Source: an optimization exercise on an open RTL-to-GDS flow (aim: small area, a short achievable clock period and few clock cycles). Production flows keep margins and buffers that such runs may drop. Only simulation tests tie the RTL to the original design; equivalence was not proved. Power is estimated from default activity; no workload was simulated.

==> flow/design.v <==
module btc_framer (
    input  wire         clk,
    input  wire         rst,
    input  wire         cmd_valid,
    output wire         cmd_ready,
    input  wire         cmd_op,
    input  wire [7:0]   cmd_byte,
    output reg          pkt_valid,
    output reg          pkt_is_state,
    output wire [143:0] pkt_data,
    output wire [6:0]   rb_cnt
);
    localparam C = 64;
    reg [8*C-1:0] d;         
    reg [C-1:3]   flag;      
    reg [6:0]     cnt;
    reg           ready;
    reg           look;      
    reg           again;     
    reg [7:0]     wsum;      
    reg [3:0]     ing;       
    reg           nxt_ok;    
    reg [5:0]     nxt_s;     
    reg           nxt_st;    
    reg [127:0]   pd;        
    reg           pkt_is_ev;
    assign cmd_ready = ready;
    assign rb_cnt    = cnt;
    assign pkt_data  = {pd, 1'b0, 1'b1, pkt_is_ev, pkt_is_state, 1'b0, 1'b1, pkt_is_ev, pkt_is_state,
                            1'b1, 1'b0, 1'b1, pkt_is_ev, 1'b1, 1'b0, 1'b1, pkt_is_ev};
    integer j;
    wire ingest   = cmd_valid & ~cmd_op & ready;
    wire dispatch = ((cmd_valid & cmd_op & ready) | again) & nxt_ok;
    wire [8*81-1:0] e0 = {d, 136'd0};
    wire [8*47-1:0] e1 = nxt_s[5] ? e0[8*32 +: 8*47] : e0[0 +: 8*47];
    wire [8*31-1:0] e2 = nxt_s[4] ? e1[8*16 +: 8*31] : e1[0 +: 8*31];
    wire [8*24-1:0] e3 = nxt_s[3] ? e2[8*8  +: 8*24] : e2[0 +: 8*24];
    wire [8*20-1:0] e4 = nxt_s[2] ? e3[8*4  +: 8*20] : e3[0 +: 8*20];
    wire [8*18-1:0] e5 = nxt_s[1] ? e4[8*2  +: 8*18] : e4[0 +: 8*18];
    wire [127:0]    y  = nxt_s[0] ? e5[8*1  +: 8*16] : e5[0 +: 8*16];
    wire [127:0] pwin;
    genvar g;
    generate
        for (g = 2; g < 18; g = g + 1) begin : gp
            if (g < 4)
                assign pwin[8*(g-2) +: 8] = y[8*(17-g) +: 8];
            else
                assign pwin[8*(g-2) +: 8] = y[8*(17-g) +: 8] & {8{nxt_st}};
        end
    endgenerate
    wire [6:0]   cnt_inc = (cnt == C) ? cnt : cnt + 7'd1;
    wire [6:0]   newcnt  = {1'b0, nxt_s} - (nxt_st ? 7'd17 : 7'd3);
    reg  [C-1:3] keep;
    always @(*)
        for (j = 3; j < C; j = j + 1)
            keep[j] = nxt_st ? (j + 17 < nxt_s) : (j + 3 < nxt_s);
    wire [C-1:3] flag_left = flag & keep;
    wire         more = |flag_left;
    wire ev_ok = (d[8*2 +: 8] == 8'hBB) && (d[8*1 +: 8] == 8'h66) &&
                 (d[8*0 +: 8] == cmd_byte) && (cnt >= 7'd3);
    wire st_ok = (d[8*16 +: 8] == 8'hAA) && (d[8*15 +: 8] == 8'h55) &&
                 (wsum == d[8*1 +: 8]) && (cnt >= 7'd17);
    reg [C-1:3] flag_sh;
    always @(*)
        for (j = 3; j < C; j = j + 1)
            flag_sh[j] = (j == 3) ? ev_ok : (j == 17) ? (flag[j-1] | st_ok) : flag[j-1];
    reg [C-2:3] above, hot;
    reg [5:0]   p_s, p_s1;
    reg         p_t;
    always @(*) begin
        above[C-2] = 1'b0;
        for (j = C-3; j >= 3; j = j - 1) above[j] = above[j+1] | flag[j+1];
        hot  = flag[C-2:3] & ~above;
        p_s  = 6'd0;
        p_s1 = 6'd0;
        p_t  = 1'b0;
        for (j = 3; j < C-1; j = j + 1) begin
            p_s  = p_s  | ({6{hot[j]}} & j[5:0]);
            p_s1 = p_s1 | ({6{hot[j]}} & (j[5:0] + 6'd1));
            p_t  = p_t  | (hot[j] & ~d[8*j+4]);
        end
    end
    wire p_any = |flag[C-2:3];
    wire       p_hi  = |flag[C-2:16];
    wire       p_win = p_hi | (p_any & ~st_ok);
    wire [5:0] s_ing = p_win ? p_s1 : (st_ok ? 6'd17 : 6'd3);
    wire       t_ing = p_win ? p_t : st_ok;
    wire       a_ing = p_any | st_ok | ev_ok;
    wire [5:0] s_hld = flag[C-1] ? 6'd63 : p_s;
    wire       t_hld = flag[C-1] ? ~d[8*(C-1)+4] : p_t;
    wire       a_hld = p_any | flag[C-1];
    always @(posedge clk) begin
        pd           <= pwin;
        pkt_is_state <= nxt_st;
        pkt_is_ev    <= ~nxt_st;
        if (ingest)
            d <= {d[8*C-9:0], cmd_byte};
        nxt_s  <= ingest ? s_ing : s_hld;
        nxt_st <= ingest ? t_ing : t_hld;
        if (rst) begin
            flag      <= {(C-3){1'b0}};
            cnt       <= 7'd0;
            ready     <= 1'b1;
            look      <= 1'b0;
            again     <= 1'b0;
            pkt_valid <= 1'b0;
            nxt_ok    <= 1'b0;
            wsum      <= 8'd0;
            ing       <= 4'd0;
        end else begin
            pkt_valid <= dispatch;
            look      <= dispatch & more;
            again     <= look;
            ready     <= ~(dispatch & more) & ~look;
            if (ingest) begin
                flag   <= flag_sh;
                cnt    <= cnt_inc;
                nxt_ok <= a_ing;
                wsum   <= wsum + ((ing > 4'd1) ? d[8*1 +: 8] : 8'd0)
                               - ((ing == 4'd15) ? d[8*14 +: 8] : 8'd0);
                if (ing != 4'd15) ing <= ing + 4'd1;
            end else if (dispatch) begin
                flag   <= flag_left;
                cnt    <= newcnt;
                nxt_ok <= 1'b0;
            end else begin
                nxt_ok <= a_hld;
            end
        end
    end
endmodule
Settings: LEC_CHECK=0, CAP_MARGIN=30, CORE_MARGIN=2, CORE_UTILIZATION=40, CTS_CLUSTER_DIAMETER=100, CTS_CLUSTER_SIZE=30, SLEW_MARGIN=20; clock period 14.0 ns.
standard.sh (not shown) runs the stock make flow with config.mk's settings and CLKGATE_MAP_FILE= SYNTH_SCRIPT=/design/flow/synth_recipe.tcl, a recipe that flattens the netlist after the stock synthesis.
==> flow/flow/run.sh <==
#!/bin/bash
set -o pipefail
MARGIN=$(cat flow/margin.txt)
bash standard.sh SETUP_SLACK_MARGIN=$MARGIN finish > flow_make.log 2>&1
==> flow/flow/margin.txt <==
10
The first run produced a clean layout.
Testbench counts at the start, summed over its fixed seeds: cycles 40,773.
==> next run, changes <==
Settings changed: CTS_CLUSTER_DIAMETER 100 to not set, CTS_CLUSTER_SIZE 30 to not set.
What happened: Wire length came out higher by 1.3%; non-clock buffer count came out lower by 1; cell count came out higher by 1.9%; die area does not change; sequential power stays flat; total power came out higher by 21%; first-iteration DRC count came out higher by 8.7%; count of clock-buffer cells in the layout came out higher by 52; hold slack hardly moves.

-- separate check: timing with driven ports --
The flow's constraints put no driver on any port. The routed layouts listed below were extracted and timed again, unchanged, in two steps.
Step 1: set_driving_cell puts a clkbuf_16 on clk and a buf_2 on each other input, an assumption about the parent block.
Step 2 also shifts input and output timing later by t, the mid clock arrival at the registers, as if the neighbouring blocks saw the same clock.
Three values: ideal, step 1, step 2; two values: the first two.
run	t (ns)	setup WS [ns]	hold WS [ns]	worst setup path at the end	pins driven straight from the clock port
the first run	0.730	9.944 / 9.902 / 9.246	0.439 / 0.439 / 0.439	input to register	1
the second run	0.708	10.004 / 9.939 / 9.408	0.441 / 0.441 / 0.441	input to register	1
After both steps setup and hold are still met in every run listed. The setup slack of the first run, which loses most, moves by -0.042 ns with the drivers and by -0.698 ns with both steps.
